Source: an optimization exercise on an open RTL-to-GDS flow (aim: small area, a short achievable clock period and few clock cycles per item). Production flows keep margins and buffers that such runs may drop.
Only simulation tests tie the RTL to the original design; equivalence was not proved.

## flow/design.v (module list and top-level ports; edited modules follow where they fit)
// module range_normalizer: 26 lines
// module luma_u: 7 lines
// module luma_rows: 25 lines
// module coef_table: 112 lines
// module trust_table: 154 lines
// module k_table: 147 lines
// module csmul_r: 601 lines
// module csmul_gr: 585 lines
// module csmul_gb: 601 lines
// module csmul_b: 617 lines
// module exact_check: 109 lines
// module yuv_to_rgb_converter: 359 lines
module yuv_to_rgb_converter (
    input  wire        clk,
    input  wire        rst,
    input  wire        cmd_valid,
    output wire        cmd_ready,
    input  wire [63:0] cmd_data,
    output wire        rsp_valid,
    input  wire        rsp_ready,
    output wire [63:0] rsp_data
);
  // ...
==> flow/run.sh <==
#!/bin/bash
# synth_recipe.tcl (not shown) runs the flow's synth.tcl, then flattens the netlist and writes it again
# the make line also repeats each setting of config.mk as NAME=value (left out here)
make -C /OpenROAD-flow-scripts/flow DESIGN_CONFIG=/design/flow/config.mk WORK_HOME=/design/flow/orfs CLKGATE_MAP_FILE= SYNTH_SCRIPT=/design/flow/synth_recipe.tcl finish
==> flow/config.mk <==
export PLATFORM = sky130hd
export DESIGN_NAME = yuv_to_rgb_converter
export DESIGN_NICKNAME = yuv_to_rgb_converter
export VERILOG_FILES = /design/flow/design.v
export SDC_FILE = /design/flow/constraint.sdc
export NUM_CORES = 4
export LEC_CHECK = 0
export CAP_MARGIN = 20
export CORE_MARGIN = 2
export CORE_UTILIZATION = 55
export PLACE_DENSITY = 0.72
export SLEW_MARGIN = 20
export SYNTH_MEMORY_MAX_BITS = 65536
==> flow/constraint.sdc <==
create_clock -name core_clock -period 14.0 [get_ports {clk}]
set_input_delay 2.8000 -clock core_clock [delete_from_list [all_inputs] [get_ports {clk}]]
set_output_delay 2.8000 -clock core_clock [all_outputs]
set_load 0.01 [all_outputs]
==> impl_metrics.ini, run 1 <==
[status]
status = complete, no violations

[final_layout]
largest_register = t4
multi_input_area_share = 0.5666
fin_area_sq_um = 153000
final_nets = 16160
multi_input_comb_cells = 9898
clkbuf_count = 219

[critical_path]
cpMostUsedCell = inv_1
crit_type = reg2reg
required_ps = 14680

[timing]
min_period_over_period = 0.5292
hold_viol = 0
post-route-min-period_ps = 7409
slew-limit-headroom = 0.1315

[yosys]
yosys_register_bits = 1547
synthMuxAreaShare = 0.008998
yosys.area.top_type = edfxtp_1
synth_xor_area_frac = 0.09401

[clock_tree]
cts_tree = yes
cts.sinks = 1547
ctsHoldBuffers = 0

[placement]
dp_hpwl_microns = 348200
dp_slack_ps = 6658
placed_cells = 17070

[floorplan]
fp-row-count = 187

[global_route]
grt_max_degree = 241

[routing]
wl_met3_microns = 63020
ant_nets = 0
firstDrtPassIters = 8
via_per_inst = 6.303

[worst_hold_path]
min_to = vcb5[15]$_DFFE_PN_
Testbench counts, summed over its fixed seeds: cycles 2,428, items 2,400.
==> module luma_rows, before the edit <==
module luma_rows (
    input  wire [26:0]        ua,
    input  wire [19:0]        ub,
    input  wire signed [16:0] vy,        
    input  wire               fulln,
    input  wire [3:0]         dco,       
    output wire [42:0]        r0,
    output wire [42:0]        r1,
    output wire [42:0]        r2,
    output wire [42:0]        r3,
    output wire [42:0]        r4,
    output wire [42:0]        r5
);
    localparam [42:0] C = 43'd4902912;
    wire [37:0] yf = ({38{dco[0]}} & {vy[15:8], vy[15:8], vy[15:8], vy[15:8], vy[15:10]})
                   | ({38{dco[1]}} & {vy[15:6], vy[15:6], vy[15:6], vy[15:8]})
                   | ({38{dco[2]}} & {vy[15:4], vy[15:4], vy[15:4], vy[15:14]})
                   | ({38{dco[3]}} & {vy[15:0], vy[15:0], vy[15:10]});
    assign r0 = fulln ? {5'd0, yf} : {4'd0, ua, 12'd0};
    assign r1 = fulln ? 43'd0 : {11'd0, ub, 12'd0};
    assign r2 = fulln ? 43'd0 : {22'd0, ua[26:6]};
    assign r3 = fulln ? 43'd0 : {29'd0, ub[19:6]};
    assign r4 = fulln ? 43'd0 : {40'd0, ua[26:24]};
    assign r5 = fulln ? 43'd0 : -((C << 12) + (C >> 6) + 43'd1);
endmodule
==> module coef_table, before the edit <==
module coef_table (
    input  wire [5:0] spo,     
    input  wire [4:0] nio,     
    output wire signed [39:0] a_r,
    output wire signed [38:0] a_gr,
    output wire signed [39:0] a_gb,
    output wire signed [40:0] a_b
);
    assign a_r = ({40{spo[0] & nio[0]}} & 40'h668bd9616d)
        | ({40{spo[0] & nio[1]}} & 40'h5a1472a7e7)
        | ({40{spo[0] & nio[2]}} & 40'h59d0d269da)
        | ({40{spo[0] & nio[3]}} & 40'h59bffa34e3)
        | ({40{spo[0] & nio[4]}} & 40'h59bab7eff7)
        | ({40{spo[1] & nio[0]}} & 40'h732f74807f)
        | ({40{spo[1] & nio[1]}} & 40'h652eb4a514)
        | ({40{spo[1] & nio[2]}} & 40'h64e2bea017)
        | ({40{spo[1] & nio[3]}} & 40'h64cfd2ed9e)
        | ({40{spo[1] & nio[4]}} & 40'h64c9eaba5a)
        | ({40{spo[2] & nio[0]}} & 40'h6666666666)
        | ({40{spo[2] & nio[1]}} & 40'h59f38d26c0)
        | ({40{spo[2] & nio[2]}} & 40'h59b0059b00)
        | ({40{spo[2] & nio[3]}} & 40'h599f338cd2)
        | ({40{spo[2] & nio[4]}} & 40'h5999f3338d)
        | ({40{spo[3] & nio[0]}} & 40'h7345ecb0b7)
        | ({40{spo[3] & nio[1]}} & 40'h6542718c2c)
        | ({40{spo[3] & nio[2]}} & 40'h64f66cb5cd)
        | ({40{spo[3] & nio[3]}} & 40'h64e37d5275)
        | ({40{spo[3] & nio[4]}} & 40'h64dd93f834)
        | ({40{spo[4] & nio[0]}} & 40'h4924924925)
        | ({40{spo[4] & nio[1]}} & 40'h4040404040)
        | ({40{spo[4] & nio[2]}} & 40'h4010040100)
        | ({40{spo[4] & nio[3]}} & 40'h4004004004)
        | ({40{spo[4] & nio[4]}} & 40'h4000400040)
        | ({40{spo[5] & nio[1]}} & 40'h4040404040)
        | ({40{spo[5] & nio[2]}} & 40'h4010040100)
        | ({40{spo[5] & nio[3]}} & 40'h4004004004)
        | ({40{spo[5] & nio[4]}} & 40'h4000400040);
    assign a_gr = ({39{spo[0] & nio[0]}} & 39'h4bc41aa640)
        | ({39{spo[0] & nio[1]}} & 39'h521db5067f)
        | ({39{spo[0] & nio[2]}} & 39'h5240275b4f)
        | ({39{spo[0] & nio[3]}} & 39'h5248bbdd36)
        | ({39{spo[0] & nio[4]}} & 39'h524b699ce2)
        | ({39{spo[1] & nio[0]}} & 39'h5dc292d85f)
        | ({39{spo[1] & nio[1]}} & 39'h61ec2ca9fd)
        | ({39{spo[1] & nio[2]}} & 39'h6202c12d9f)
        | ({39{spo[1] & nio[3]}} & 39'h6208610363)
        | ({39{spo[1] & nio[4]}} & 39'h620a228776)
        | ({39{spo[2] & nio[0]}} & 39'h4beea4e1a1)
        | ({39{spo[2] & nio[1]}} & 39'h52431358c5)
        | ({39{spo[2] & nio[2]}} & 39'h5265699fd4)
        | ({39{spo[2] & nio[3]}} & 39'h526df724df)
        | ({39{spo[2] & nio[4]}} & 39'h5270a2b60f)
        | ({39{spo[3] & nio[0]}} & 39'h5d23753936)
        | ({39{spo[3] & nio[1]}} & 39'h616066f908)
        | ({39{spo[3] & nio[2]}} & 39'h6177646b2a)
        | ({39{spo[3] & nio[3]}} & 39'h617d1e63f5)
        | ({39{spo[3] & nio[4]}} & 39'h617ee810f7);
    assign a_gb = ({40{spo[0] & nio[0]}} & 40'he6d4320e1d)
        | ({40{spo[0] & nio[1]}} & 40'he9e38f5bb5)
        | ({40{spo[0] & nio[2]}} & 40'he9f428d68f)
        | ({40{spo[0] & nio[3]}} & 40'he9f84b510f)
        | ({40{spo[0] & nio[4]}} & 40'he9f995c5ef)
        | ({40{spo[1] & nio[0]}} & 40'hf24c6eeadd)
        | ({40{spo[1] & nio[1]}} & 40'hf3f6d7e566)
        | ({40{spo[1] & nio[2]}} & 40'hf3ffe105c2)
        | ({40{spo[1] & nio[3]}} & 40'hf402212f94)
        | ({40{spo[1] & nio[4]}} & 40'hf402d51056)
        | ({40{spo[2] & nio[0]}} & 40'he7b9fb309f)
        | ({40{spo[2] & nio[1]}} & 40'heaad6933bf)
        | ({40{spo[2] & nio[2]}} & 40'heabd6b2555)
        | ({40{spo[2] & nio[3]}} & 40'heac167e109)
        | ({40{spo[2] & nio[4]}} & 40'heac2a68d32)
        | ({40{spo[3] & nio[0]}} & 40'hef6c99cb7f)
        | ({40{spo[3] & nio[1]}} & 40'hf170770918)
        | ({40{spo[3] & nio[2]}} & 40'hf17b656b6a)
        | ({40{spo[3] & nio[3]}} & 40'hf17e1e73f6)
        | ({40{spo[3] & nio[4]}} & 40'hf17ef81107)
        | ({40{spo[4] & nio[0]}} & 40'h4924924925)
        | ({40{spo[4] & nio[1]}} & 40'h4040404040)
        | ({40{spo[4] & nio[2]}} & 40'h4010040100)
        | ({40{spo[4] & nio[3]}} & 40'h4004004004)
        | ({40{spo[4] & nio[4]}} & 40'h4000400040);
    assign a_b = ({41{spo[0] & nio[0]}} & 41'h819bf0c94a)
        | ({41{spo[0] & nio[1]}} & 41'h71da4cfd1e)
        | ({41{spo[0] & nio[2]}} & 41'h7184d3e51a)
        | ({41{spo[0] & nio[3]}} & 41'h716f89a8bb)
        | ({41{spo[0] & nio[4]}} & 41'h7168e41905)
        | ({41{spo[1] & nio[0]}} & 41'h87b95092fd)
        | ({41{spo[1] & nio[1]}} & 41'h77395fe07e)
        | ({41{spo[1] & nio[2]}} & 41'h76dfde783b)
        | ({41{spo[1] & nio[3]}} & 41'h76c99319cf)
        | ({41{spo[1] & nio[4]}} & 41'h76c29d433b)
        | ({41{spo[2] & nio[0]}} & 41'h8231bcb565)
        | ({41{spo[2] & nio[1]}} & 41'h725de301ba)
        | ({41{spo[2] & nio[2]}} & 41'h7208072080)
        | ({41{spo[2] & nio[3]}} & 41'h71f2a448fd)
        | ({41{spo[2] & nio[4]}} & 41'h71ebf70aaf)
        | ({41{spo[3] & nio[0]}} & 41'h858f114300)
        | ({41{spo[3] & nio[1]}} & 41'h7552819c3c)
        | ({41{spo[3] & nio[2]}} & 41'h74fa6db60d)
        | ({41{spo[3] & nio[3]}} & 41'h74e47d6276)
        | ({41{spo[3] & nio[4]}} & 41'h74dda3f844)
        | ({41{spo[4] & nio[0]}} & 41'h4924924925)
        | ({41{spo[4] & nio[1]}} & 41'h4040404040)
        | ({41{spo[4] & nio[2]}} & 41'h4010040100)
        | ({41{spo[4] & nio[3]}} & 41'h4004004004)
        | ({41{spo[4] & nio[4]}} & 41'h4000400040)
        | ({41{spo[5] & nio[1]}} & 41'h4040404040)
        | ({41{spo[5] & nio[2]}} & 41'h4010040100)
        | ({41{spo[5] & nio[3]}} & 41'h4004004004)
        | ({41{spo[5] & nio[4]}} & 41'h4000400040);
endmodule
==> module yuv_to_rgb_converter, before the edit <==
module yuv_to_rgb_converter (
    input  wire        clk,
    input  wire        rst,
    input  wire        cmd_valid,
    output wire        cmd_ready,
    input  wire [63:0] cmd_data,
    output wire        rsp_valid,
    input  wire        rsp_ready,
    output wire [63:0] rsp_data
);
    localparam [3:0] ST_OK       = 4'd0,
                     ST_BITDEPTH = 4'd1,
                     ST_LENGTH   = 4'd2,
                     ST_RANGE    = 4'd3,
                     ST_SPACE    = 4'd4,
                     ST_ILLEGAL  = 4'd5,
                     ST_SEQUENCE = 4'd6;
    reg        batch;
    reg [13:0] p_par;
    reg [15:0] rem;
    reg        berr;
    reg        v0, v1, v2, v3, v4, v5;
    reg [63:0] d0;                      
    reg        cv1, cv2, cv3, cv4, cv5;  
    reg [7:0]  h1, h2, h3, h4, h5;      
    reg [2:0]  sp1, sp2, sp3, sp4, sp5;
    reg        rg1, rg2, rg3, rg4, rg5;
    reg [1:0]  dc1, dc2, dc3, dc4, dc5;
    reg [1:0]  ec1, ec2, ec3, ec4, ec5;
    reg signed [16:0] vy1, vcr1, vcb1;
    reg signed [17:0] xr1, xb1;
    reg signed [39:0] ar1, agb1;
    reg signed [38:0] agr1;
    reg signed [40:0] ab1;
    reg [3:0]  dco1;                    
    reg        idn1, fulln1, idn2;      
    reg signed [16:0] vy2, vcr2, vcb2, vy3, vcr3, vcb3, vy4, vcr4, vcb4, vy5, vcr5, vcb5;
    reg [42:0] sr2, cr2, sgr2, cgr2, sgb2, cgb2, sb2, cb2;
    reg [42:0] yt2;
    reg [26:0] ua1;
    reg [19:0] ub1;
    reg signed [42:0] vr3, vg3, vb3;
    reg [3:0]  eo3;                     
    reg [38:0] t4 [0:2];                
    reg [2:0]  tr4;
    reg [3:0]  eo4;
    reg [15:0] q5 [0:2];
    reg [2:0]  amb5;
    reg        hv, sv;
    reg [55:0] hd, sd;
    wire adv = !v5 || (amb5 == 3'b000 && !(hv && sv));
    reg  ready_r;
    assign cmd_ready = ready_r;
    wire accept = cmd_valid && adv;
    assign rsp_valid = hv;
    assign rsp_data  = {hd[55:48], 8'd0, hd[47:0]};
    wire [1:0]  c_op    = d0[63:62];
    wire [15:0] c_a     = d0[61:46];
    wire [15:0] c_b     = d0[45:30];
    wire [15:0] c_c     = d0[29:14];
    wire [13:0] c_par   = d0[13:0];
    wire [2:0]  c_space = d0[13:11];
    wire [4:0]  c_din   = d0[9:5];
    wire [4:0]  c_dout  = d0[4:0];
    function legal_depth(input [4:0] dep);
        legal_depth = (dep == 5'd8) || (dep == 5'd10) || (dep == 5'd12) || (dep == 5'd16);
    endfunction
    function [1:0] dcode(input [4:0] dep);
        dcode = (dep == 5'd8) ? 2'd0 : (dep == 5'd10) ? 2'd1 : (dep == 5'd12) ? 2'd2 : 2'd3;
    endfunction
    function out_of_range(input [15:0] a, input [15:0] b, input [15:0] c, input [1:0] code);
        reg [15:0] m;
        begin
            m = a | b | c;
            case (code)
                2'd0:    out_of_range = |m[15:8];
                2'd1:    out_of_range = |m[15:10];
                2'd2:    out_of_range = |m[15:12];
                default: out_of_range = 1'b0;
            endcase
        end
    endfunction
    wire [1:0] p_dc = dcode(p_par[9:5]);    
    wire [1:0] c_dc = dcode(c_din);
    reg [3:0] n_st;
    reg       n_last, n_berr, n_cv;
    reg [2:0] n_sp;
    reg       n_rg;
    reg [1:0] n_dc, n_ec;
    always @(*) begin
        n_last = 1'b0;
        n_berr = 1'b0;
        n_cv   = 1'b0;
        n_sp   = c_space;
        n_rg   = d0[10];
        n_dc   = c_dc;
        n_ec   = dcode(c_dout);
        n_st   = ST_OK;
        if (batch) begin
            n_sp = p_par[13:11];
            n_rg = p_par[10];
            n_dc = p_dc;
            n_ec = dcode(p_par[4:0]);
            if (c_op != 2'b11) begin
                n_st   = ST_SEQUENCE;
                n_last = 1'b1;
                n_berr = 1'b1;
            end else begin
                if (c_par != 14'd0)
                    n_st = ST_ILLEGAL;
                else if (out_of_range(c_a, c_b, c_c, p_dc))
                    n_st = ST_RANGE;
                else
                    n_cv = 1'b1;
                if (rem == 16'd1) begin
                    n_last = 1'b1;
                    n_berr = berr || (n_st != ST_OK);
                end
            end
        end else begin
            if (c_op == 2'b00)
                n_st = ST_ILLEGAL;
            else if (c_op == 2'b11)
                n_st = ST_SEQUENCE;
            else if (!legal_depth(c_din) || !legal_depth(c_dout))
                n_st = ST_BITDEPTH;
            else if (c_space == 3'd7)
                n_st = ST_SPACE;
            else if (c_op == 2'b01) begin
                if (out_of_range(c_a, c_b, c_c, c_dc))
                    n_st = ST_RANGE;
                else
                    n_cv = 1'b1;
            end else begin
                if (c_a != c_b || c_a != c_c)
                    n_st = ST_LENGTH;
                else if (c_a == 16'd0)
                    n_last = 1'b1;
            end
        end
    end
    always @(posedge clk) begin
        if (rst) begin
            batch <= 1'b0;
            p_par <= 14'd0;
            rem   <= 16'd0;
            berr  <= 1'b0;
        end else if (adv && v0) begin
            if (batch) begin
                if (c_op != 2'b11) begin
                    batch <= 1'b0;
                    rem   <= 16'd0;
                    berr  <= 1'b0;
                end else begin
                    rem <= rem - 16'd1;
                    if (rem == 16'd1) begin
                        batch <= 1'b0;
                        berr  <= 1'b0;
                    end else if (n_st != ST_OK)
                        berr <= 1'b1;
                end
            end else if (c_op == 2'b10 && legal_depth(c_din) && legal_depth(c_dout) &&
                         c_space != 3'd7 && c_a == c_b && c_a == c_c && c_a != 16'd0) begin
                batch <= 1'b1;
                p_par <= c_par;
                rem   <= c_a;
                berr  <= 1'b0;
            end
        end
    end
    wire n_idn   = (n_sp == 3'd6);
    wire n_fulln = n_rg || n_idn;
    wire n_yc    = (n_sp == 3'd5);
    wire signed [16:0] vy, vcr, vcb;
    range_normalizer u_norm (
        .y(c_a), .cb(c_b), .cr(c_c), .fulln(n_fulln), .idn(n_idn), .dc(n_dc),
        .vy(vy), .vcr(vcr), .vcb(vcb)
    );
    wire signed [39:0] a_r;
    wire signed [38:0] a_gr;
    wire signed [39:0] a_gb;
    wire signed [40:0] a_b;
    coef_table u_coef (
        .spo(n_spo), .nio(n_nio),
        .a_r(a_r), .a_gr(a_gr), .a_gb(a_gb), .a_b(a_b)
    );
    wire [5:0] n_spo = {n_sp == 3'd6, n_sp == 3'd5, n_sp == 3'd4, n_sp == 3'd2, n_sp == 3'd1,
                        n_sp == 3'd0 || n_sp == 3'd3};
    wire [4:0] n_nio = {n_fulln && n_dc == 2'd3, n_fulln && n_dc == 2'd2, n_fulln && n_dc == 2'd1,
                        n_fulln && n_dc == 2'd0, !n_fulln};
    wire [26:0] uraw_a = c_a * 11'd1184;
    wire [19:0] uraw_b = c_a * 4'd13;
    reg  [26:0] usa;
    reg  [19:0] usb;
    always @(*) begin
        case (n_dc)
            2'd0:    begin usa = {uraw_a[18:0], 8'd0}; usb = {uraw_b[11:0], 8'd0}; end
            2'd1:    begin usa = {uraw_a[20:0], 6'd0}; usb = {uraw_b[13:0], 6'd0}; end
            2'd2:    begin usa = {uraw_a[22:0], 4'd0}; usb = {uraw_b[15:0], 4'd0}; end
            default: begin usa = uraw_a;               usb = uraw_b; end
        endcase
    end
    wire signed [17:0] xr = n_yc ? {vcr[16], vcr} - {vcb[16], vcb} : {vcr[16], vcr};
    wire signed [17:0] xb = n_yc ? -({vcb[16], vcb} + {vcr[16], vcr}) : {vcb[16], vcb};
    wire [42:0] yr0, yr1, yr2, yr3, yr4, yr5;
    luma_rows u_ly (.ua(ua1), .ub(ub1), .vy(vy1), .fulln(fulln1), .dco(dco1),
                    .r0(yr0), .r1(yr1), .r2(yr2), .r3(yr3), .r4(yr4), .r5(yr5));
    wire [42:0] yt = yr0 + yr1 + yr2 + yr3 + yr4 + yr5;
    wire [42:0] ps_r, pc_r, ps_gr, pc_gr, ps_gb, pc_gb, ps_b, pc_b;
    csmul_r  u_mr  (.x(xr1),  .a(ar1),  .s_hi(ps_r),  .c_hi(pc_r));
    csmul_gr u_mgr (.x(vcr1), .a(agr1), .s_hi(ps_gr), .c_hi(pc_gr));
    csmul_gb u_mgb (.x(vcb1), .a(agb1), .s_hi(ps_gb), .c_hi(pc_gb));
    csmul_b  u_mb  (.x(xb1),  .a(ab1),  .s_hi(ps_b),  .c_hi(pc_b));
    localparam [42:0] KK_R  = 43'h6aaab000000;    
    localparam [42:0] KK_GR = 43'h75555800000;
    localparam [42:0] KK_GB = 43'h6aaab000000;
    localparam [42:0] KK_B  = 43'h55556000000;
    localparam [42:0] BIAS  = 43'd14;
    wire [42:0] ytz = idn2 ? 43'd0 : yt2;
    wire [42:0] nvr = sr2 + cr2 + ytz + (KK_R + BIAS);
    wire [42:0] nvg = sgr2 + cgr2 + sgb2 + cgb2 + 
                    + yt2 + (KK_GR + KK_GB + BIAS);
    wire [42:0] nvb = sb2 + cb2 + ytz + (KK_B + BIAS);
    wire [2:0] trust;
    trust_table u_trust (.sp(sp3), .rg(rg3), .dc(dc3), .ec(ec3), .tr(trust));
    function [58:0] mo_times(input [42:0] v, input [3:0] eo);
        reg [58:0] vx, vs;
        begin
            vx = {{16{v[42]}}, v};
            vs = ({59{eo[0]}} & (vx << 8)) | ({59{eo[1]}} & (vx << 10)) |
                 ({59{eo[2]}} & (vx << 12)) | ({59{eo[3]}} & (vx << 16));
            mo_times = vs - vx + (59'd1 << 37);
        end
    endfunction
    wire [58:0] tt_r = mo_times(vr3, eo3);
    wire [58:0] tt_g = mo_times(vg3, eo3);
    wire [58:0] tt_b = mo_times(vb3, eo3);
    wire [15:0] mo4 = {{4{eo4[3]}}, {2{eo4[3] | eo4[2]}}, {2{eo4[3] | eo4[2] | eo4[1]}}, 8'hff};
    reg [15:0] nq [0:2];
    reg [2:0]  namb;
    reg [20:0] cc;
    integer ch;
    always @(*) begin
        for (ch = 0; ch < 3; ch = ch + 1) begin
            cc = t4[ch][38:18];
            if (cc[20])
                nq[ch] = 16'd0;
            else if (cc[19:16] != 4'd0 || (cc[15:0] & ~mo4) != 16'd0)
                nq[ch] = mo4;
            else
                nq[ch] = cc[15:0];
            namb[ch] = cv4 && !tr4[ch] && (t4[ch][17:0] == 18'd0) && !cc[20] &&
                       (cc != 21'd0) && (cc[19:16] == 4'd0) && ((cc[15:0] & ~mo4) == 16'd0);
        end
    end
    wire       xc_busy, xc_done, xc_ge;
    wire [1:0] xc_ch = amb5[0] ? 2'd0 : amb5[1] ? 2'd1 : 2'd2;
    exact_check u_xc (
        .clk(clk), .rst(rst), .start(v5 && amb5 != 3'b000 && !xc_busy && !xc_done),
        .sp(sp5), .ch(xc_ch), .studio(!(rg5 || sp5 == 3'd6)), .dc(dc5), .ec(ec5),
        .vy(vy5), .vcr(vcr5), .vcb(vcb5), .c(q5[xc_ch]),
        .busy(xc_busy), .done(xc_done), .ge(xc_ge)
    );
    wire [55:0] w5 = {h5, cv5 ? {q5[0], q5[1], q5[2]} : 48'd0};
    wire push = adv && v5;
    wire pop  = hv && rsp_ready;
    reg       v5_n, hv_n, sv_n;
    reg [2:0] amb5_n;
    always @(*) begin
        v5_n   = adv ? v4 : v5;
        amb5_n = amb5;
        if (adv)
            amb5_n = namb;
        else if (xc_done)
            amb5_n[xc_ch] = 1'b0;
        hv_n = hv;
        sv_n = sv;
        if (pop) begin
            if (sv) sv_n = push;
            else    hv_n = push;
        end else if (push) begin
            if (hv) sv_n = 1'b1;
            else    hv_n = 1'b1;
        end
    end
    always @(posedge clk) begin
        if (rst) begin
            v0 <= 1'b0; v1 <= 1'b0; v2 <= 1'b0; v3 <= 1'b0; v4 <= 1'b0; v5 <= 1'b0;
            amb5 <= 3'b000;
            hv <= 1'b0; sv <= 1'b0;
            ready_r <= 1'b1;
        end else begin
            ready_r <= !v5_n || (amb5_n == 3'b000 && !(hv_n && sv_n));
            if (adv) begin
                v0 <= accept;
                v1 <= v0;
                v2 <= v1;
                v3 <= v2;
                v4 <= v3;
                v5 <= v4;
                amb5 <= namb;
            end else if (xc_done) begin
                amb5[xc_ch] <= 1'b0;
            end
            if (pop) begin
                if (sv) begin
                    sv <= push;
                end else begin
                    hv <= push;
                end
            end else if (push) begin
                if (hv) sv <= 1'b1;
                else    hv <= 1'b1;
            end
        end
    end
    always @(posedge clk) begin
        if (adv) begin
            d0  <= cmd_data;
            cv1 <= n_cv;  h1 <= {n_st, c_op, n_last, n_berr};
            sp1 <= n_sp;  rg1 <= n_rg;  dc1 <= n_dc;  ec1 <= n_ec;
            vy1 <= vy;    vcr1 <= vcr;  vcb1 <= vcb;
            xr1 <= xr;    xb1 <= xb;    ua1 <= usa;   ub1 <= usb;
            ar1 <= a_r;   agr1 <= a_gr; agb1 <= a_gb; ab1 <= a_b;
            dco1 <= {n_dc == 2'd3, n_dc == 2'd2, n_dc == 2'd1, n_dc == 2'd0};
            idn1 <= n_idn; fulln1 <= n_fulln;
            cv2 <= cv1;   h2 <= h1;
            sp2 <= sp1;   rg2 <= rg1;   dc2 <= dc1;   ec2 <= ec1;
            idn2 <= idn1;
            vy2 <= vy1;   vcr2 <= vcr1; vcb2 <= vcb1;
            sr2 <= ps_r;  cr2 <= pc_r;  sgr2 <= ps_gr; cgr2 <= pc_gr;
            sgb2 <= ps_gb; cgb2 <= pc_gb; sb2 <= ps_b; cb2 <= pc_b;
            yt2 <= yt;
            cv3 <= cv2;   h3 <= h2;
            sp3 <= sp2;   rg3 <= rg2;   dc3 <= dc2;   ec3 <= ec2;
            vy3 <= vy2;   vcr3 <= vcr2; vcb3 <= vcb2;
            vr3 <= nvr;   vg3 <= nvg;   vb3 <= nvb;
            eo3 <= {ec2 == 2'd3, ec2 == 2'd2, ec2 == 2'd1, ec2 == 2'd0};
            cv4 <= cv3;   h4 <= h3;
            sp4 <= sp3;   rg4 <= rg3;   dc4 <= dc3;   ec4 <= ec3;
            vy4 <= vy3;   vcr4 <= vcr3; vcb4 <= vcb3;
            t4[0] <= tt_r[58:20]; t4[1] <= tt_g[58:20]; t4[2] <= tt_b[58:20];
            tr4 <= trust; eo4 <= eo3;
            cv5 <= cv4;   h5 <= h4;
            sp5 <= sp4;   rg5 <= rg4;   dc5 <= dc4;   ec5 <= ec4;
            vy5 <= vy4;   vcr5 <= vcr4; vcb5 <= vcb4;
            q5[0] <= nq[0]; q5[1] <= nq[1]; q5[2] <= nq[2];
        end else if (xc_done && !xc_ge) begin
            q5[xc_ch] <= q5[xc_ch] - 16'd1;
        end
        if (pop) begin
            hd <= sv ? sd : w5;
            if (sv) sd <= w5;
        end else if (push) begin
            if (hv) sd <= w5;
            else    hd <= w5;
        end
    end
endmodule
==> run 2, diff against run 1 <==
--- a/flow/design.v
+++ b/flow/design.v
@@ -32,29 +32,25 @@
     assign u = (v <<< 10) + (v <<< 7) + (v <<< 5) + (v <<< 3) + (v <<< 2) + v;
 endmodule
 module luma_rows (
-    input  wire [26:0]        ua,
-    input  wire [19:0]        ub,
+    input  wire [27:0]        us,
     input  wire signed [16:0] vy,        
-    input  wire               fulln,
+    input  wire               studio,
     input  wire [3:0]         dco,       
     output wire [42:0]        r0,
     output wire [42:0]        r1,
     output wire [42:0]        r2,
-    output wire [42:0]        r3,
-    output wire [42:0]        r4,
-    output wire [42:0]        r5
+    output wire [42:0]        r3
 );
-    localparam [42:0] C = 43'd4902912;
+    localparam [42:0] C  = 43'd4902912;
+    localparam [42:0] KC = -((C << 12) + (C >> 6) + 43'd1);
     wire [37:0] yf = ({38{dco[0]}} & {vy[15:8], vy[15:8], vy[15:8], vy[15:8], vy[15:10]})
                    | ({38{dco[1]}} & {vy[15:6], vy[15:6], vy[15:6], vy[15:8]})
                    | ({38{dco[2]}} & {vy[15:4], vy[15:4], vy[15:4], vy[15:14]})
                    | ({38{dco[3]}} & {vy[15:0], vy[15:0], vy[15:10]});
-    assign r0 = fulln ? {5'd0, yf} : {4'd0, ua, 12'd0};
-    assign r1 = fulln ? 43'd0 : {11'd0, ub, 12'd0};
-    assign r2 = fulln ? 43'd0 : {22'd0, ua[26:6]};
-    assign r3 = fulln ? 43'd0 : {29'd0, ub[19:6]};
-    assign r4 = fulln ? 43'd0 : {40'd0, ua[26:24]};
-    assign r5 = fulln ? 43'd0 : -((C << 12) + (C >> 6) + 43'd1);
+    assign r0 = {5'd0, yf} | {3'd0, us, 12'd0};
+    assign r1 = {21'd0, us[27:6]};
+    assign r2 = {39'd0, us[27:24]};
+    assign r3 = {43{studio}} & KC;
 endmodule
 module coef_table (
     input  wire [5:0] spo,     
@@ -158,11 +154,11 @@
         | ({41{spo[3] & nio[2]}} & 41'h74fa6db60d)
         | ({41{spo[3] & nio[3]}} & 41'h74e47d6276)
         | ({41{spo[3] & nio[4]}} & 41'h74dda3f844)
-        | ({41{spo[4] & nio[0]}} & 41'h4924924925)
-        | ({41{spo[4] & nio[1]}} & 41'h4040404040)
-        | ({41{spo[4] & nio[2]}} & 41'h4010040100)
-        | ({41{spo[4] & nio[3]}} & 41'h4004004004)
-        | ({41{spo[4] & nio[4]}} & 41'h4000400040)
+        | ({41{spo[4] & nio[0]}} & 41'h1b6db6db6db)
+        | ({41{spo[4] & nio[1]}} & 41'h1bfbfbfbfc0)
+        | ({41{spo[4] & nio[2]}} & 41'h1bfeffbff00)
+        | ({41{spo[4] & nio[3]}} & 41'h1bffbffbffc)
+        | ({41{spo[4] & nio[4]}} & 41'h1bfffbfffc0)
         | ({41{spo[5] & nio[1]}} & 41'h4040404040)
         | ({41{spo[5] & nio[2]}} & 41'h4010040100)
         | ({41{spo[5] & nio[3]}} & 41'h4004004004)
@@ -3021,8 +3017,7 @@
     reg signed [16:0] vy2, vcr2, vcb2, vy3, vcr3, vcb3, vy4, vcr4, vcb4, vy5, vcr5, vcb5;
     reg [42:0] sr2, cr2, sgr2, cgr2, sgb2, cgb2, sb2, cb2;
     reg [42:0] yt2;
-    reg [26:0] ua1;
-    reg [19:0] ub1;
+    reg [27:0] u1;
     reg signed [42:0] vr3, vg3, vb3;
     reg [3:0]  eo3;                     
     reg [38:0] t4 [0:2];                
@@ -3172,24 +3167,33 @@
                         n_sp == 3'd0 || n_sp == 3'd3};
     wire [4:0] n_nio = {n_fulln && n_dc == 2'd3, n_fulln && n_dc == 2'd2, n_fulln && n_dc == 2'd1,
                         n_fulln && n_dc == 2'd0, !n_fulln};
-    wire [26:0] uraw_a = c_a * 11'd1184;
-    wire [19:0] uraw_b = c_a * 4'd13;
-    reg  [26:0] usa;
-    reg  [19:0] usb;
+    wire [26:0] uraw = c_a * 11'd1197;
+    reg  [27:0] ush;
+    always @(*) begin
+        case (n_dc)
+            2'd0:    ush = {uraw[19:0], 8'd0};
+            2'd1:    ush = {uraw[21:0], 6'd0};
+            2'd2:    ush = {uraw[23:0], 4'd0};
+            default: ush = {1'b0, uraw};
+        endcase
+    end
+    wire [16:0] rd = {1'b0, c_c} - {1'b0, c_b};
+    wire [16:0] rs = {1'b0, c_b} + {1'b0, c_c};
+    reg  [17:0] rd16, rs16;
     always @(*) begin
         case (n_dc)
-            2'd0:    begin usa = {uraw_a[18:0], 8'd0}; usb = {uraw_b[11:0], 8'd0}; end
-            2'd1:    begin usa = {uraw_a[20:0], 6'd0}; usb = {uraw_b[13:0], 6'd0}; end
-            2'd2:    begin usa = {uraw_a[22:0], 4'd0}; usb = {uraw_b[15:0], 4'd0}; end
-            default: begin usa = uraw_a;               usb = uraw_b; end
+            2'd0:    begin rd16 = {rd[9:0], 8'd0};  rs16 = {rs[9:0], 8'd0}; end
+            2'd1:    begin rd16 = {rd[11:0], 6'd0}; rs16 = {rs[11:0], 6'd0}; end
+            2'd2:    begin rd16 = {rd[13:0], 4'd0}; rs16 = {rs[13:0], 4'd0}; end
+            default: begin rd16 = {rd[16], rd};     rs16 = {1'b0, rs}; end
         endcase
     end
-    wire signed [17:0] xr = n_yc ? {vcr[16], vcr} - {vcb[16], vcb} : {vcr[16], vcr};
-    wire signed [17:0] xb = n_yc ? -({vcb[16], vcb} + {vcr[16], vcr}) : {vcb[16], vcb};
-    wire [42:0] yr0, yr1, yr2, yr3, yr4, yr5;
-    luma_rows u_ly (.ua(ua1), .ub(ub1), .vy(vy1), .fulln(fulln1), .dco(dco1),
-                    .r0(yr0), .r1(yr1), .r2(yr2), .r3(yr3), .r4(yr4), .r5(yr5));
-    wire [42:0] yt = yr0 + yr1 + yr2 + yr3 + yr4 + yr5;
+    wire signed [17:0] xr = n_yc ? rd16 : {vcr[16], vcr};
+    wire signed [17:0] xb = n_yc ? {~(rs16[17] ^ rs16[16]), ~rs16[16], rs16[15:0]} : {vcb[16], vcb};
+    wire [42:0] yr0, yr1, yr2, yr3;
+    luma_rows u_ly (.us(u1), .vy(vy1), .studio(!fulln1), .dco(dco1),
+                    .r0(yr0), .r1(yr1), .r2(yr2), .r3(yr3));
+    wire [42:0] yt = yr0 + yr1 + yr2 + yr3;
     wire [42:0] ps_r, pc_r, ps_gr, pc_gr, ps_gb, pc_gb, ps_b, pc_b;
     csmul_r  u_mr  (.x(xr1),  .a(ar1),  .s_hi(ps_r),  .c_hi(pc_r));
     csmul_gr u_mgr (.x(vcr1), .a(agr1), .s_hi(ps_gr), .c_hi(pc_gr));
@@ -3199,7 +3203,7 @@
     localparam [42:0] KK_GR = 43'h75555800000;
     localparam [42:0] KK_GB = 43'h6aaab000000;
     localparam [42:0] KK_B  = 43'h55556000000;
-    localparam [42:0] BIAS  = 43'd14;
+    localparam [42:0] BIAS  = 43'd12;
     wire [42:0] ytz = idn2 ? 43'd0 : yt2;
     wire [42:0] nvr = sr2 + cr2 + ytz + (KK_R + BIAS);
     wire [42:0] nvg = sgr2 + cgr2 + sgb2 + cgb2 + 
@@ -3304,9 +3308,9 @@
             cv1 <= n_cv;  h1 <= {n_st, c_op, n_last, n_berr};
             sp1 <= n_sp;  rg1 <= n_rg;  dc1 <= n_dc;  ec1 <= n_ec;
             vy1 <= vy;    vcr1 <= vcr;  vcb1 <= vcb;
-            xr1 <= xr;    xb1 <= xb;    ua1 <= usa;   ub1 <= usb;
+            xr1 <= xr;    xb1 <= xb;    u1 <= n_fulln ? 28'd0 : ush;
             ar1 <= a_r;   agr1 <= a_gr; agb1 <= a_gb; ab1 <= a_b;
-            dco1 <= {n_dc == 2'd3, n_dc == 2'd2, n_dc == 2'd1, n_dc == 2'd0};
+            dco1 <= {4{n_fulln}} & {n_dc == 2'd3, n_dc == 2'd2, n_dc == 2'd1, n_dc == 2'd0};
             idn1 <= n_idn; fulln1 <= n_fulln;
             cv2 <= cv1;   h2 <= h1;
             sp2 <= sp1;   rg2 <= rg1;   dc2 <= dc1;   ec2 <= ec1;
==> run 2 against run 1 <==
  * Register-to-register slack better by 620 ps
  * Largest cell class unchanged
  * Via count is 0.25% lower
  * Routed wire length is 4.2% lower
  * Count of clock-buffer cells in the layout is 11 lower
  * Die area hardly changed
  * Cell count is 0.68% lower
  * Sequential share of layout area is 0.11 points lower
==> impl_metrics.ini, run 2 <==
[status]
status = complete, no violations

[clock_tree]
clk_latency_ps = 890
clkTransAtPathRegs_ps = 60
cts_tree = yes
ctsHoldBuffers = 0
cts.sinks = 1540
cts_buffers = 179
cts_root_buf = clkbuf_16
ctsLongestPathBuffers = 4
post_cts_buffers = 0
cts_resized = 0
htreeDepth = 4

[timing]
slew-limit-headroom = 0.1387
setup_tns_ps = 0
fin_ws_ps = 7210
rsz0062_at_grt = false
post-route-min-period_ps = 6790
min_period_over_period = 0.4850
setup_viol_count_final = 0
max_freq_mhz = 147.3
hold_viol = 0
slew_violations = 0
fin_skew_ps = 94.51
worst_pin_slew_ps = 1278

[yosys]
synth_top_area_frac = 0.3135
yosys_warnings = 9
synth_ff_type = edfxtp_1
synth_area_per_cell_sq_um = 10.07
synthTopCellsByCount = inv_1, edfxtp_1, a22oi_1
synth.most_common_cell = inv_1
yosys.area.top_type = edfxtp_1
yosys.cell_types.count = 101
async_flop_share = 0
synth_enable_flop_cells = 1491
syn_inst = 14180
synth_area_leaders = edfxtp_1, fa_1, ha_1
syn_area_sq_um = 142800
ys_seq_area_frac = 0.3204
yosys_register_bits = 1540

[floorplan]
coreArea_sq_um = 259000
die_h_microns = 513.6
io_pins = 134
start_util = 0.5514
fp-row-count = 187
die_x_microns = 513.6
die_area_sq_um = 263800

[critical_path]
crit_path_max_fanout = 197
reg2reg_to = sgr2[15]$_DFFE_PN_
required_ps = 14470
r2r_cells = 9
r2r_start = amb5[0]$_SDFF_PP0_
crit_type = reg2reg
crit_arrival_ps = 7260
reg2reg_slack_ps = 7210
end_kind = flip-flop
cp-start-kind = flip-flop

[final_layout]
largest_register = t4
layout_common_cells = inv_1, edfxtp_1, a22oi_1, fa_1, ha_1
seq_area_sq_um = 45750
multi_input_area_sq_um = 87260
syn2layout_area_growth_pct = 7.004
top_regs = t4 (117), d0 (64)
post-route-util = 0.5900
layout-drive-gt1-share = 0.04784
fillCellCount = 21510
final_nets = 16030
final_common_cell = inv_1
largest_register_ffs = 117

[routing]
wl_met3_microns = 54780
wl_microns = 451600
wl_per_cell_microns = 26.11
drtIter0Drc = 14440
via_per_inst = 6.331
firstDrtPassIters = 10
ant_nets = 0
highest_layer = met5
via_count = 109500
route.detailed.drc = 0
wl_met1_microns = 175000
wl_met2_microns = 193100

[placement]
dp_slack_ps = 7401
globalplace.congestion = 1.017
dp_hpwl_microns = 334000
portBuffers = 124

[worst_hold_path]
min_to = vy4[7]$_DFFE_PN_
hp-class = reg2reg
hold_start = vy3[7]$_DFFE_PN_
min_path_cells = 0

[global_route]
first_global_vias = 106500
grt_remaining_overflow = 0
antenna_found_initial = 40
grt_pass1_wl_microns = 676400
grt_max_degree = 198
grt.total_usage = 0.3380

[job]
maxCapViolCount = 0
[run 2: final cells by class]
class / count / area share
clock inverters: 114 / 0.009088
flip-flops and latches: 1540 / 0.2994
diodes: 15 / 0.0002456
repair buffers: 336 / 0.01885
clock buffers: 208 / 0.03009
multi-input cells: 9920 / 0.5710
inverters: 1763 / 0.04347
well taps: 3402 / 0.02785
[run 2: layer usage]
metal | GRT usage | vias to the layer above
met2 | 0.5019 | 6750
li1 | - | 48250
met3 | 0.09055 | 1313
met5 | 0 | -
met1 | 0.4513 | 53180
met4 | 0.1828 | 20
[run 2: worst max-delay path by stage]
stage,to,cells past startpoint,startpoint,slack [ps]
6_report,sgr2[15]$_DFFE_PN_,9,amb5[0]$_SDFF_PP0_,7210
5_1_grt,sgr2[15]$_DFFE_PN_,9,amb5[0]$_SDFF_PP0_,6760
4_1_cts,cgr2[14]$_DFFE_PN_,9,amb5[0]$_SDFF_PP0_,7360
3_5_place_dp,sgr2[15]$_DFFE_PN_,9,amb5[0]$_SDFF_PP0_,7400
3_3_place_gp,sgr2[15]$_DFFE_PN_,9,amb5[0]$_SDFF_PP0_,7540
2_1_floorplan,q5[0][0]$_DFFE_PP_,12,amb5[1]$_SDFF_PP0_,3310
[run 2: worst max-delay path, cell delays in order, from the launching register on]
cell and delay, ps:
dfxtp_1 310, inv_2 550, nand2_1 510, a211oi_1 520
nor2b_2 270, clkinv_16 420, buf_4 860, buf_4 930
buf_12 710, buf_4 850
[run 2: cells by family (layout without fill, tap and decap cells)]
group / count (synthesis) / in the layout / synth area share
AO/OA/AOI/OAI: 3172 / 3172 / 0.1517
other: 1 / 24 / 0.00002626
multiplexers: 120 / 120 / 0.009444
XOR/XNOR: 1561 / 1561 / 0.09578
AND/OR/NAND/NOR: 2833 / 2833 / 0.09321
buffers and inverters: 2725 / 2421 / 0.07210
flip-flops: 1540 / 1540 / 0.3204
adder cells (fa/ha/maj): 2225 / 2225 / 0.2574
[run 2: through the flow]
stage | instances | hold WS (ps) | cell area (sq um)
after floorplan | 14190 | 400.3 | 142900
after global placement | 16960 | 400.8 | 146700
after detailed placement | 16960 | 404.5 | 146700
after CTS | 17280 | 341.6 | 152700
after global routing | 17280 | 366.5 | 152800
final | 17300 | 341.5 | 152800
Testbench counts of run 2, summed over its fixed seeds: cycles 2,428, items 2,400.
==> run 3, diff against run 2 <==
--- a/flow/config.mk
+++ b/flow/config.mk
@@ -7,7 +7,7 @@
 export LEC_CHECK = 0
 export CAP_MARGIN = 20
 export CORE_MARGIN = 2
-export CORE_UTILIZATION = 55
-export PLACE_DENSITY = 0.72
+export CORE_UTILIZATION = 60
+export PLACE_DENSITY = 0.75
 export SLEW_MARGIN = 20
 export SYNTH_MEMORY_MAX_BITS = 65536
==> run 3 against run 2 <==
  * Still clean on timing, DRC and antenna
  * Final area is 0.15% lower
  * Setup slack improved by 670 ps
  * Count of clock-buffer cells in the layout down 2
  * Die area fell by 8.3%
  * Flip-flop and latch count did not move
  * Cell count is 1.2% lower
  * Global-route usage grew 6.2 points
  * Routed wire length grew 8.4%
  * Critical path type unchanged
==> impl_metrics.ini, run 3 <==
[floorplan]
die_area_sq_um = 242000
start_util = 0.6022
fp-row-count = 179
die_x_microns = 491.9
io_pins = 134
die_h_microns = 491.9
coreArea_sq_um = 237200

[worst_hold_path]
hp-class = reg2reg
hold_start = vcb4[6]$_DFFE_PN_
min_path_cells = 0
min_to = vcb5[6]$_DFFE_PN_

[clock_tree]
cts_root_buf = clkbuf_16
cts.sinks = 1540
post_cts_buffers = 0
clkTransAtPathRegs_ps = 60
htreeDepth = 4
clk_latency_ps = 890
cts_tree = yes
ctsLongestPathBuffers = 3
cts_buffers = 171
ctsHoldBuffers = 0
cts_resized = 0

[yosys]
synth_enable_flop_cells = 1491
synth_area_per_cell_sq_um = 10.07
syn_inst = 14180
yosys.area.top_type = edfxtp_1
synthTopCellsByCount = inv_1, edfxtp_1, a22oi_1
yosys_register_bits = 1540
synth_area_leaders = edfxtp_1, fa_1, ha_1
ys_seq_area_frac = 0.3204
yosys.cell_types.count = 101
synth.most_common_cell = inv_1
synth_top_area_frac = 0.3135
synth_ff_type = edfxtp_1
syn_area_sq_um = 142800
async_flop_share = 0
yosys_warnings = 9

[placement]
dp_slack_ps = 7947
placed_cells = 16750
globalplace.congestion = 1.022
portBuffers = 124
dp_hpwl_microns = 367100

[timing]
rsz0062_at_grt = false
slew-limit-headroom = 0.03262
fin_ws_ps = 7884
setup_tns_ps = 0
max_freq_mhz = 163.5
min_period_over_period = 0.4368
worst_pin_slew_ps = 1436
hold_viol = 0
setup_viol_count_final = 0
post-route-min-period_ps = 6116
fin_skew_ps = 64.78
slew_violations = 0

[global_route]
grt_pass1_wl_microns = 723500
grt_max_degree = 184
antenna_found_initial = 32
first_global_vias = 111400
grt_remaining_overflow = 0
grt.total_usage = 0.3996

[status]
status = complete, no violations

[final_layout]
layout_common_cells = inv_1, edfxtp_1, a22oi_1, fa_1, ha_1
largest_register = t4
fillCellCount = 18730
largest_register_ffs = 117
final_nets = 16050
stdcell_count = 17090
seq_area_sq_um = 45750
layout-drive-gt1-share = 0.04919
multi_input_area_sq_um = 87250
syn2layout_area_growth_pct = 6.841
top_regs = t4 (117), d0 (64)
final_common_cell = inv_1

[critical_path]
crit_arrival_ps = 6760
r2r_cells = 20
cp-start-kind = flip-flop
r2r_start = d0[56]$_DFFE_PN_
reg2reg_slack_ps = 7880
end_kind = flip-flop
reg2reg_to = u1[23]$_SDFFCE_PN0N_
crit_type = reg2reg
crit_path_max_fanout = 10
required_ps = 14640

[routing]
via_count = 112000
wl_per_cell_microns = 28.63
route.detailed.drc = 0
via_per_inst = 6.553
wl_microns = 489400
ant_nets = 0
drtIter0Drc = 13840
firstDrtPassIters = 10

[job]
maxCapViolCount = 0
## run 3: cell counts after synthesis
Identical to the previous run, type by type.
## run 3: kinds of logic (layout without fill, tap and decap cells)
logic type / count (synthesis) / after routing / synth area share
flip-flops: 1540 / 1540 / 0.3204
adder cells (fa/ha/maj): 2225 / 2225 / 0.2574
other: 1 / 32 / 0.00002626
XOR/XNOR: 1561 / 1561 / 0.09578
AND/OR/NAND/NOR: 2833 / 2833 / 0.09321
buffers and inverters: 2725 / 2444 / 0.07210
multiplexers: 120 / 120 / 0.009444
AO/OA/AOI/OAI: 3172 / 3172 / 0.1517
## run 3: worst max-delay path, cell delays in order (launching register included)
cell and delay [ps]:
edfxtp_1 720, inv_1 180, ha_1 310, inv_1 50
fa_1 500, inv_1 50, fa_1 550, inv_1 50
fa_1 470, inv_1 50, fa_1 440, ha_1 400
and3_1 230, a221oi_1 420, nand4_1 160, a31o_2 270
a31o_2 240, a21oi_1 270, xnor2_1 190, nor2_1 60
a311oi_1 260
## run 3: layout make-up
type | instances | area share
clock buffer | 206 | 0.02958
tap | 3167 | 0.02597
multi-input combinational | 9920 | 0.5718
antenna | 23 | 0.0003772
timing repair buffer | 367 | 0.02070
inverter | 1763 | 0.04354
sequential | 1540 | 0.2998
clock inverter | 108 | 0.008216
## run 3: through the flow
step	hold slack, ps	instance area [sq um]	utilization
final	405.0	152600	0.6434
after global routing	417.8	152500	0.6432
after CTS	400.9	152400	0.6425
after detailed placement	404.5	146600	0.6182
after global placement	401.4	146600	0.6182
after floorplan	400.3	142900	-
## run 3: worst max-delay path by stage
stage,endpoint,cells after the start,startpoint,slack (ps)
floorplan,q5[0][0]$_DFFE_PP_,12,amb5[1]$_SDFF_PP0_,3310
global placement,u1[26]$_SDFFCE_PN0N_,22,d0[56]$_DFFE_PN_,7970
detailed placement,u1[23]$_SDFFCE_PN0N_,20,d0[56]$_DFFE_PN_,7950
CTS,u1[23]$_SDFFCE_PN0N_,18,d0[54]$_DFFE_PN_,7890
global route,u1[23]$_SDFFCE_PN0N_,18,d0[54]$_DFFE_PN_,7590
finish,u1[23]$_SDFFCE_PN0N_,20,d0[56]$_DFFE_PN_,7880
## run 3: routing by layer
layer,part of all wire,global-route usage
met5,0.00035,0.006151
met4,0.063,0.2122
met2,0.44,0.6101
met1,0.37,0.5162
met3,0.12,0.1139
==> run 4, diff against run 3 <==
--- a/flow/design.v
+++ b/flow/design.v
@@ -3020,6 +3020,8 @@
     reg [27:0] u1;
     reg signed [42:0] vr3, vg3, vb3;
     reg [3:0]  eo3;                     
+    reg [3:0]  eon3;                    
+    reg [2:0]  eth3;                    
     reg [38:0] t4 [0:2];                
     reg [2:0]  tr4;
     reg [3:0]  eo4;
@@ -3220,9 +3222,10 @@
             mo_times = vs - vx + (59'd1 << 37);
         end
     endfunction
+    wire [3:0]  eob3 = {eth3[2], eth3[1] & ~eth3[2], eth3[0] & ~eth3[1], ~eth3[0]};
     wire [58:0] tt_r = mo_times(vr3, eo3);
-    wire [58:0] tt_g = mo_times(vg3, eo3);
-    wire [58:0] tt_b = mo_times(vb3, eo3);
+    wire [58:0] tt_g = mo_times(vg3, ~eon3);
+    wire [58:0] tt_b = mo_times(vb3, eob3);
     wire [15:0] mo4 = {{4{eo4[3]}}, {2{eo4[3] | eo4[2]}}, {2{eo4[3] | eo4[2] | eo4[1]}}, 8'hff};
     reg [15:0] nq [0:2];
     reg [2:0]  namb;
@@ -3324,6 +3327,8 @@
             vy3 <= vy2;   vcr3 <= vcr2; vcb3 <= vcb2;
             vr3 <= nvr;   vg3 <= nvg;   vb3 <= nvb;
             eo3 <= {ec2 == 2'd3, ec2 == 2'd2, ec2 == 2'd1, ec2 == 2'd0};
+            eon3 <= ~{ec2 == 2'd3, ec2 == 2'd2, ec2 == 2'd1, ec2 == 2'd0};
+            eth3 <= {ec2 == 2'd3, ec2 >= 2'd2, ec2 != 2'd0};
             cv4 <= cv3;   h4 <= h3;
             sp4 <= sp3;   rg4 <= rg3;   dc4 <= dc3;   ec4 <= ec3;
             vy4 <= vy3;   vcr4 <= vcr3; vcb4 <= vcb3;
--- a/flow/config.mk
+++ b/flow/config.mk
@@ -7,7 +7,7 @@
 export LEC_CHECK = 0
 export CAP_MARGIN = 20
 export CORE_MARGIN = 2
-export CORE_UTILIZATION = 60
-export PLACE_DENSITY = 0.75
+export CORE_UTILIZATION = 65
+export PLACE_DENSITY = 0.78
 export SLEW_MARGIN = 20
 export SYNTH_MEMORY_MAX_BITS = 65536
==> run 4 against run 3 <==
  * Flip-flop and latch count grew 5
  * Largest cell class unchanged
  * Register-to-register slack got worse by 100 ps
  * Clock skew grew 31 ps
  * Cell count shrank 1.5%
  * Area after synthesis down 0.15%
==> impl_metrics.ini, run 4 <==
[yosys]
syn_inst = 14200
synth_simple_gate_area_frac = 0.09925
synth_top_area_frac = 0.3150
yosys_register_bits = 1545
synth.most_common_cell = inv_1
ys_seq_area_frac = 0.3219
async_flop_share = 0
synth_top_family_by_area = adder cells
yosys.area_share.adder = 0.2578
synth_enable_flop_cells = 1496
yosys.cell_types.count = 102
synth_area_leaders = edfxtp_1, fa_1, ha_1
synthTopCellsByCount = inv_1, edfxtp_1, fa_1
synthMuxAreaShare = 0.009388
synth_xor_area_frac = 0.09333
synth-compound-area-share = 0.1463
yosys_warnings = 9
synth_ff_type = edfxtp_1
yosys.area.top_type = edfxtp_1
synth_area_per_cell_sq_um = 10.04
syn_area_sq_um = 142600

[final_layout]
fillCellCount = 15410
layout_common_cells = inv_1, edfxtp_1, fa_1, a22oi_1, ha_1
layout-drive-gt1-share = 0.05013
syn2layout_area_growth_pct = 6.771
post-route-util = 0.6998
final_common_cell = inv_1
seq_area_sq_um = 45910
top_regs = t4 (117), d0 (64)
stdcell_count = 16840
largest_register_ffs = 117
final_nets = 16090
largest_register = t4
multi_input_area_sq_um = 86940

[placement]
placed_cells = 16470
globalplace.congestion = 1.059
portBuffers = 124
dp_hpwl_microns = 371500

[global_route]
grt_remaining_overflow = 0
grt_pass1_wl_microns = 742500
grt.total_usage = 0.4497
antenna_found_initial = 46
first_global_vias = 115000
grt_max_degree = 198

[timing]
rsz0062_at_grt = false
min_period_over_period = 0.4441
setup_viol_count_final = 0
slew-limit-headroom = 0.1254
fin_skew_ps = 95.84
setup_tns_ps = 0
max_freq_mhz = 160.8
post-route-min-period_ps = 6217
worst_pin_slew_ps = 1312
hold_viol = 0
slew_violations = 0

[clock_tree]
ctsLongestPathBuffers = 3
clkTransAtPathRegs_ps = 60
cts.sinks = 1545
cts_resized = 0
clk_latency_ps = 900
post_cts_buffers = 0
cts_tree = yes
ctsHoldBuffers = 0
htreeDepth = 4
cts_root_buf = clkbuf_16
cts_buffers = 170

[critical_path]
cpMostUsedCell = fa_1
cpPeakStageDelay_ps = 720
critPathSlowestCell = edfxtp_1
end_kind = flip-flop
crit_type = reg2reg
cp-start-kind = flip-flop
crit_arrival_ps = 6880
path_cells = inv_1 -> ha_1 -> inv_1 -> fa_1 -> fa_1 -> inv_1 -> fa_1 -> fa_1 -> ha_1 -> a21o_1 -> a21o_1 -> a21o_1 -> or3_1 -> o2111ai_1 -> nand2_1 -> a211o_1 -> nor2_1 -> nor3_1 -> a2111oi_0
required_ps = 14660
critical_path.top_delay_family = adder cells
path_buf_inv = 3
crit_path_max_fanout = 9

[routing]
ant_nets = 0
wl_per_cell_microns = 30.10
wl_microns = 506800
firstDrtPassIters = 11
via_per_inst = 6.833
via_count = 115000
route.detailed.drc = 0
drtIter0Drc = 17060

[floorplan]
die_h_microns = 472.4
die_area_sq_um = 223200
io_pins = 134
start_util = 0.6554
fp-row-count = 171
die_x_microns = 472.4
coreArea_sq_um = 217600

[status]
status = complete, no violations

[worst_hold_path]
hp-class = reg2reg

[job]
maxCapViolCount = 0
[run 4: logic make-up (layout without fill, tap and decap cells)]
family,Yosys count,in the layout
xor+xnor,1517,1517
other cells,1,49
fa+ha+maj,2225,2225
flops,1545,1545
mux,119,119
buf+inv,2711,2447
compound gates,3089,3089
simple gates,2993,2993
[run 4: layout make-up]
type / count / share of cell area
inverter: 1776 / 0.04390
clock buffer: 198 / 0.02932
sequential: 1545 / 0.3015
tap: 2854 / 0.02345
clock inverter: 116 / 0.008949
antenna: 40 / 0.0006574
multi-input combinational: 9952 / 0.5710
timing repair buffer: 357 / 0.02125
[run 4: worst register-to-register path, cell delays in order (launching register included)]
cell       delay, ps
edfxtp_1         720
inv_1            220
ha_1             330
inv_1             50
fa_1             490
fa_1             550
inv_1             50
fa_1             490
fa_1             410
ha_1             350
a21o_1           210
a21o_1           190
a21o_1           220
or3_1            340
o2111ai_1        340
nand2_1          140
a211o_1          320
nor2_1           110
nor3_1            50
a2111oi_0        450
[run 4: layer usage]
layer,GRT usage,routed length [microns]
met1,0.5520,176400
met3,0.1737,73320
met2,0.6493,212800
met5,0.01795,510
met4,0.3163,43740
[run 4: metrics by stage]
stage | area (sq um) | setup slack, ps | hold slack, ps
after global routing | 152200 | 7276 | 388.6
after global placement | 146000 | 7835 | 400.4
after floorplan | 142700 | -6276 | 400.3
final | 152300 | 7783 | 378.9
after detailed placement | 146100 | 7814 | 404.5
after CTS | 151900 | 7842 | 372.9
[run 4: final timing paths]
check / start / endpoint / slack [ps] / cells past startpoint
setup / recovery: d0[54]$_DFFE_PN_ / u1[22]$_SDFFCE_PN0N_ / 7780 / 19
setup reg to reg: d0[54]$_DFFE_PN_ / u1[22]$_SDFFCE_PN0N_ / 7780 / 19
hold reg to reg: vcb2[11]$_DFFE_PN_ / vcb3[11]$_DFFE_PN_ / 380 / 0
hold / removal: vcb2[11]$_DFFE_PN_ / vcb3[11]$_DFFE_PN_ / 380 / 0
Testbench counts of run 4, summed over its fixed seeds: cycles 2,428, items 2,400.

static timing again, ports no longer ideal:
No port has a modelled driver above. Below, the same layouts with a new extraction and two added sets of constraints. Step 1 sets driving cells, clkbuf_16 on the clock port and buf_2 on the other inputs (assumed; they add their load-dependent delay and slew). Step 2 adds t to the input delays and takes it off the output delays; t is the mean of the earliest and latest rising clock arrival at the registers after step 1. Input paths then give back, and output paths get back, about the clock's delay inside the block. a / b / c = ideal ports / drivers / drivers and shift; a / b = the first two.
run	t, ns	slack for setup (ns)	hold slack, ns	worst register clock-pin slew, ns
run 1	0.970	6.591 / 6.591 / 6.591	0.394 / 0.394 / 0.394	0.07 / 0.07
run 2	0.947	7.210 / 7.210 / 7.210	0.341 / 0.341 / 0.341	0.07 / 0.07
run 3	0.957	7.884 / 7.884 / 7.884	0.405 / 0.405 / 0.405	0.07 / 0.07
run 4	0.958	7.783 / 7.783 / 7.783	0.379 / 0.379 / 0.379	0.07 / 0.07
After both steps setup and hold are still met in every run listed.
